Source: an optimization exercise on an open RTL-to-GDS flow (aim: small area, a short achievable clock period and few clock cycles). Production flows keep margins and buffers that such runs may drop.
The RTL was checked by simulation tests, not by an equivalence proof against the original design.
No activity file was given, so power comes from the tool's default toggle rates.

==> flow/design.v <==
module cpu4 (
    input  wire       clk,
    input  wire       rst,         
    output wire [7:0] rom_addr,
    input  wire [7:0] rom_data,
    input  wire       img_we,
    input  wire [3:0] img_addr,
    input  wire [3:0] img_data,
    input  wire       in_valid,
    input  wire [3:0] in_data,
    input  wire [3:0] sw_toggle,
    output wire       out_valid,
    output wire [3:0] out_data,
    output wire [3:0] led,
    output wire [3:0] sw,
    output wire       waiting,
    output wire       halted
);
    reg  [7:0] pc;
    reg  [7:0] ir;            
    reg        iv;            
    reg  [3:0] opv;           
    reg        c_sta;         
    reg        c_stai;        
    reg        c_push;        
    reg        c_zmod;        
    reg        c_cmod;        
    reg        c_kill;        
    reg        jp;            
    reg  [3:0] acc;
    reg        zf, cf;
    reg  [3:0] spm;           
    reg        s_empty;       
    reg        s_full;        
    reg  [3:0] ram   [0:15];
    reg  [7:0] stack [0:15];  
    reg  [3:0] led_r;
    reg  [3:0] sw_r;
    reg        wt;            
    reg        ht;            
    reg        ov;            
    wire [3:0] op = ir[7:4];
    wire [3:0] n  = ir[3:0];
    wire       e_ext  = (op == 4'hF);
    wire       e_rst  = iv & e_ext & (n == 4'h1);
    wire       e_pop  = iv & e_ext & (n == 4'h5) & ~s_empty;
    wire       e_ret  = iv & e_ext & (n == 4'h6) & ~s_empty;
    wire       e_push = iv & c_push & ~s_full;
    wire       kill   = iv & c_kill;
    wire [7:0] stk_top = stack[spm];
    wire [3:0] ram_ind = ram[opv];
    wire [4:0] sum     = {1'b0, acc} + {1'b0, opv};
    wire [4:0] diff    = {1'b0, acc} - {1'b0, opv};
    wire [3:0] negacc  = 4'd0 - acc;
    wire [7:0] pc_inc  = pc + 8'd1;
    wire [7:0] pc_inc2 = pc + 8'd2;
    wire       opv_z   = (opv == 4'd0);
    wire       acc_z   = (acc == 4'd0);
    wire       eq      = (opv == acc);
    reg  [3:0] acc_e;
    reg        zf_e, cf_e;
    always @(*) begin
        acc_e = acc;
        zf_e  = zf;
        cf_e  = cf;
        case (op)
        4'h1: begin acc_e = opv; zf_e = opv_z; end
        4'h2: begin acc_e = n; zf_e = (n == 4'd0); end
        4'h4: begin acc_e = sum[3:0]; cf_e = sum[4]; zf_e = (opv == negacc); end
        4'h5: begin acc_e = diff[3:0]; cf_e = diff[4]; zf_e = eq; end
        4'h6: begin acc_e = acc & opv; zf_e = ((acc & opv) == 4'd0); end
        4'h7: begin acc_e = acc | opv; zf_e = acc_z & opv_z; end
        4'h8: begin acc_e = acc ^ opv; zf_e = eq; end
        4'h9: begin acc_e = ram_ind; zf_e = (ram_ind == 4'd0); end
        4'hF: begin
            case (n)
            4'h1: begin acc_e = 4'd0; zf_e = 1'b0; cf_e = 1'b0; end
            4'h3: begin acc_e = ~acc; zf_e = (acc == 4'hF); end
            4'h5: if (!s_empty) acc_e = stk_top[3:0];
            default: ;
            endcase
        end
        default: ;
        endcase
    end
    wire       ram_clr = rst | e_rst;
    wire [3:0] ram_wd  = ram_clr ? 4'd0 : img_we ? img_data : wt ? in_data : acc;
    integer i;
    always @(posedge clk) begin
        for (i = 0; i < 16; i = i + 1)
            if (ram_clr || (img_we && img_addr == i) || (wt && in_valid && i == 14) ||
                (iv && c_sta && n == i) || (iv && c_stai && opv == i))
                ram[i] <= ram_wd;
    end
    wire [7:0] stk_wd = (op == 4'hE) ? pc_inc : {4'd0, acc};
    always @(posedge clk) begin
        for (i = 0; i < 16; i = i + 1)
            if (e_push && spm == ((i + 15) % 16))
                stack[i] <= stk_wd;
    end
    wire [3:0] f_op  = rom_data[7:4];
    wire [3:0] f_n   = rom_data[3:0];
    wire       f_br  = ~jp & iv & (((f_op == 4'hC) & c_zmod) | ((f_op == 4'hD) & c_cmod));
    wire       f_go  = ~kill & ~ht & ~wt & ~img_we & ~f_br;
    wire       f_fwd = iv & ((c_sta & (n == f_n)) | (c_stai & (opv == f_n)));
    wire [3:0] f_opv = f_fwd ? acc : ram[f_n];
    wire       d_zmod = (f_op == 4'h1) | (f_op == 4'h2) | (f_op == 4'h4) | (f_op == 4'h5) |
                        (f_op == 4'h6) | (f_op == 4'h7) | (f_op == 4'h8) | (f_op == 4'h9) |
                        (rom_data == 8'hF3);
    wire       d_cmod = (f_op == 4'h4) | (f_op == 4'h5);
    wire       d_kill = (rom_data == 8'h1E) | (rom_data == 8'hF0) | (rom_data == 8'hF1) |
                        (rom_data == 8'hF6);
    always @(posedge clk) begin
        ir     <= rom_data;
        opv    <= f_opv;
        c_sta  <= (f_op == 4'h3);
        c_stai <= (f_op == 4'hA);
        c_push <= (f_op == 4'hE) | (rom_data == 8'hF4);
        c_zmod <= d_zmod;
        c_cmod <= d_cmod;
        c_kill <= d_kill;
    end
    always @(posedge clk) begin
        if (rst) begin
            pc      <= 8'd0;
            iv      <= 1'b0;
            jp      <= 1'b0;
            acc     <= 4'd0;
            zf      <= 1'b0;
            cf      <= 1'b0;
            spm     <= 4'd15;
            s_empty <= 1'b1;
            s_full  <= 1'b0;
            led_r   <= 4'd0;
            wt      <= 1'b0;
            ht      <= 1'b0;
            ov      <= 1'b0;
        end else begin
            ov <= iv & (ir == 8'hF2);
            if (iv) begin
                acc <= acc_e;
                zf  <= zf_e;
                cf  <= cf_e;
            end else if (wt && in_valid) begin
                acc <= in_data;
                zf  <= (in_data == 4'd0);
                wt  <= 1'b0;
            end
            if (iv && ir == 8'h1E) wt <= 1'b1;
            if (iv && ir == 8'hF0) ht <= 1'b1;
            if (iv && c_sta && n == 4'd15) led_r <= acc;
            if (e_push) begin
                spm     <= spm + 4'd1;
                s_empty <= 1'b0;
                s_full  <= (spm == 4'd14);
            end
            if (e_pop || e_ret) begin
                spm     <= spm - 4'd1;
                s_full  <= 1'b0;
                s_empty <= (spm == 4'd0);
            end
            if (e_rst) begin
                spm     <= 4'd15;
                s_empty <= 1'b1;
                s_full  <= 1'b0;
                led_r   <= 4'd0;
            end
            if (e_ret) pc <= stk_top;
            if (e_rst) pc <= 8'd0;
            iv <= 1'b0;
            if (f_go) begin
                if (jp) begin
                    pc <= rom_data;
                    jp <= 1'b0;
                end else begin
                    case (f_op)
                    4'hB: begin
                        pc <= pc_inc;
                        jp <= 1'b1;
                    end
                    4'hC: begin
                        if (zf) begin pc <= pc_inc; jp <= 1'b1; end
                        else pc <= pc_inc2;
                    end
                    4'hD: begin
                        if (cf) begin pc <= pc_inc; jp <= 1'b1; end
                        else pc <= pc_inc2;
                    end
                    default: begin
                        pc     <= pc_inc;
                        jp     <= (f_op == 4'hE);
                        iv     <= 1'b1;
                    end
                    endcase
                end
            end
        end
    end
    always @(posedge clk) begin
        if (rst)
            sw_r <= 4'd0;
        else
            sw_r <= sw_r ^ sw_toggle;
    end
    assign rom_addr  = pc;
    assign out_valid = ov;
    assign out_data  = acc;
    assign led       = led_r;
    assign sw        = sw_r;
    assign waiting   = wt;
    assign halted    = ht;
endmodule
==> flow/config.mk <==
export PLATFORM = sky130hd
export DESIGN_NAME = cpu4
export DESIGN_NICKNAME = cpu4
export VERILOG_FILES = /design/flow/design.v
export SDC_FILE = /design/flow/constraint.sdc
export NUM_CORES = 4
export LEC_CHECK = 0
export ABC_CLOCK_PERIOD_IN_PS = 2200
export CAP_MARGIN = 20
export CORE_MARGIN = 2
export CORE_UTILIZATION = 40
export SETUP_SLACK_MARGIN = 2.6
export SLEW_MARGIN = 20
==> flow/constraint.sdc <==
create_clock -name core_clock -period 5.0 [get_ports {clk}]
set_input_delay 1.0000 -clock core_clock [delete_from_list [all_inputs] [get_ports {clk}]]
set_output_delay 1.0000 -clock core_clock [all_outputs]
set_load 0.01 [all_outputs]
standard.sh (not shown) runs the stock make flow with config.mk's settings and CLKGATE_MAP_FILE= SYNTH_SCRIPT=/design/flow/synth_recipe.tcl, a recipe that flattens the netlist after the stock synthesis.
==> flow/flow/run.sh <==
#!/bin/bash
# The standard layout (standard.sh: the standard flow's synthesis and ORFS flow, unchanged),
# with the ports buffered by sky130_fd_sc_hd__buf_2 instead of the cell
# buffer_ports picks by default. Every port still gets its own buffer.
set -euo pipefail
export BUFFER_PORTS_ARGS="-buffer_cell sky130_fd_sc_hd__buf_2"
bash standard.sh finish > standard.log 2>&1
Testbench counts at the start, summed over its fixed seeds: cycles 120,587.
Next try:
--- a/flow/design.v
+++ b/flow/design.v
@@ -25,8 +25,10 @@
     reg        c_push;        
     reg        c_zmod;        
     reg        c_cmod;        
     reg        c_kill;        
+    reg        c_stk;         
+    reg        clr_p;         
     reg        jp;            
     reg  [3:0] acc;
     reg        zf, cf;
     reg  [3:0] spm;           
@@ -43,9 +45,9 @@
     wire [3:0] n  = ir[3:0];
     wire       e_ext  = (op == 4'hF);
     wire       e_rst  = iv & e_ext & (n == 4'h1);
     wire       e_pop  = iv & e_ext & (n == 4'h5) & ~s_empty;
-    wire       e_ret  = iv & e_ext & (n == 4'h6) & ~s_empty;
+    wire       e_ret  = iv & e_ext & (n == 4'h6) & ~s_empty;    
     wire       e_push = iv & c_push & ~s_full;
     wire       kill   = iv & c_kill;
     wire [7:0] stk_top = stack[spm];
     wire [3:0] ram_ind = ram[opv];
@@ -82,9 +84,9 @@
         end
         default: ;
         endcase
     end
-    wire       ram_clr = rst | e_rst;
+    wire       ram_clr = rst | clr_p;
     wire [3:0] ram_wd  = ram_clr ? 4'd0 : img_we ? img_data : wt ? in_data : acc;
     integer i;
     always @(posedge clk) begin
         for (i = 0; i < 16; i = i + 1)
@@ -99,18 +101,20 @@
                 stack[i] <= stk_wd;
     end
     wire [3:0] f_op  = rom_data[7:4];
     wire [3:0] f_n   = rom_data[3:0];
-    wire       f_br  = ~jp & iv & (((f_op == 4'hC) & c_zmod) | ((f_op == 4'hD) & c_cmod));
-    wire       f_go  = ~kill & ~ht & ~wt & ~img_we & ~f_br;
+    wire       f_ret = (rom_data == 8'hF6);
+    wire       f_br  = ~jp & iv & (((f_op == 4'hC) & c_zmod) | ((f_op == 4'hD) & c_cmod) |
+                                   (f_ret & c_stk));
+    wire       f_go  = ~kill & ~ht & ~wt & ~img_we & ~clr_p & ~f_br;
     wire       f_fwd = iv & ((c_sta & (n == f_n)) | (c_stai & (opv == f_n)));
     wire [3:0] f_opv = f_fwd ? acc : ram[f_n];
     wire       d_zmod = (f_op == 4'h1) | (f_op == 4'h2) | (f_op == 4'h4) | (f_op == 4'h5) |
                         (f_op == 4'h6) | (f_op == 4'h7) | (f_op == 4'h8) | (f_op == 4'h9) |
                         (rom_data == 8'hF3);
     wire       d_cmod = (f_op == 4'h4) | (f_op == 4'h5);
-    wire       d_kill = (rom_data == 8'h1E) | (rom_data == 8'hF0) | (rom_data == 8'hF1) |
-                        (rom_data == 8'hF6);
+    wire       d_kill = (rom_data == 8'h1E) | (rom_data == 8'hF0) | (rom_data == 8'hF1);
+    wire       d_stk  = (f_op == 4'hE) | (rom_data == 8'hF4) | (rom_data == 8'hF5) | f_ret;
     always @(posedge clk) begin
         ir     <= rom_data;
         opv    <= f_opv;
         c_sta  <= (f_op == 4'h3);
@@ -118,8 +122,9 @@
         c_push <= (f_op == 4'hE) | (rom_data == 8'hF4);
         c_zmod <= d_zmod;
         c_cmod <= d_cmod;
         c_kill <= d_kill;
+        c_stk  <= d_stk;
     end
     always @(posedge clk) begin
         if (rst) begin
             pc      <= 8'd0;
@@ -134,9 +139,11 @@
             led_r   <= 4'd0;
             wt      <= 1'b0;
             ht      <= 1'b0;
             ov      <= 1'b0;
+            clr_p   <= 1'b0;
         end else begin
+            clr_p <= e_rst;
             ov <= iv & (ir == 8'hF2);
             if (iv) begin
                 acc <= acc_e;
                 zf  <= zf_e;
@@ -164,9 +171,8 @@
                 s_empty <= 1'b1;
                 s_full  <= 1'b0;
                 led_r   <= 4'd0;
             end
-            if (e_ret) pc <= stk_top;
             if (e_rst) pc <= 8'd0;
             iv <= 1'b0;
             if (f_go) begin
                 if (jp) begin
@@ -186,9 +192,9 @@
                         if (cf) begin pc <= pc_inc; jp <= 1'b1; end
                         else pc <= pc_inc2;
                     end
                     default: begin
-                        pc     <= pc_inc;
+                        pc     <= (f_ret && !s_empty) ? stk_top : pc_inc;
                         jp     <= (f_op == 4'hE);
                         iv     <= 1'b1;
                     end
                     endcase
=> Worst setup slack degrades by 40 ps; final cell count climbs by 2.3%; core utilization fell by 0.14 points; total power came out higher by 2.4%; hold slack is worse by 19 ps; clock-buffer cell count stays the same; non-clock buffer count shrinks by 6; clock power went up by about 6%; via count goes up by 3.0%; routed wire length rises by 3.2%; synthesized area rises by 0.65%; critical path depth went down by 2; maximum frequency falls by 1.6%.
Testbench counts after the change, summed over its fixed seeds: cycles 119,591.

==> what the ideal ports hide <==
The results above use ideal ports. As a check the final layouts listed here were re-extracted and re-timed, cells and wires unchanged.
Step 1: set_driving_cell puts a clkbuf_16 on clk and a buf_2 on each other input, an assumption about the parent block.
Step 2 moves the port delays by t, midway between the first and last clock arrival at a register: inputs arrive t later, outputs are due t later. That takes back most of the time a late clock gives input paths.
a / b / c = ideal ports / drivers / drivers and shift; a / b = the first two.
| run | t, ns | slack for setup (ns) | slew at the worst register clock pin (ns) | cell pins on the clock port's net |
|---|---|---|---|---|
| the first run | 0.612 | 2.612 / 2.577 / 2.069 | 0.06 / 0.06 | 1 |
| the second run | 0.615 | 2.573 / 2.573 / 2.086 | 0.07 / 0.07 | 1 |
After both steps setup and hold are still met in every run listed. For the first run, which loses most, drivers alone change the setup slack by -0.035 ns; drivers and shift together by -0.543 ns.
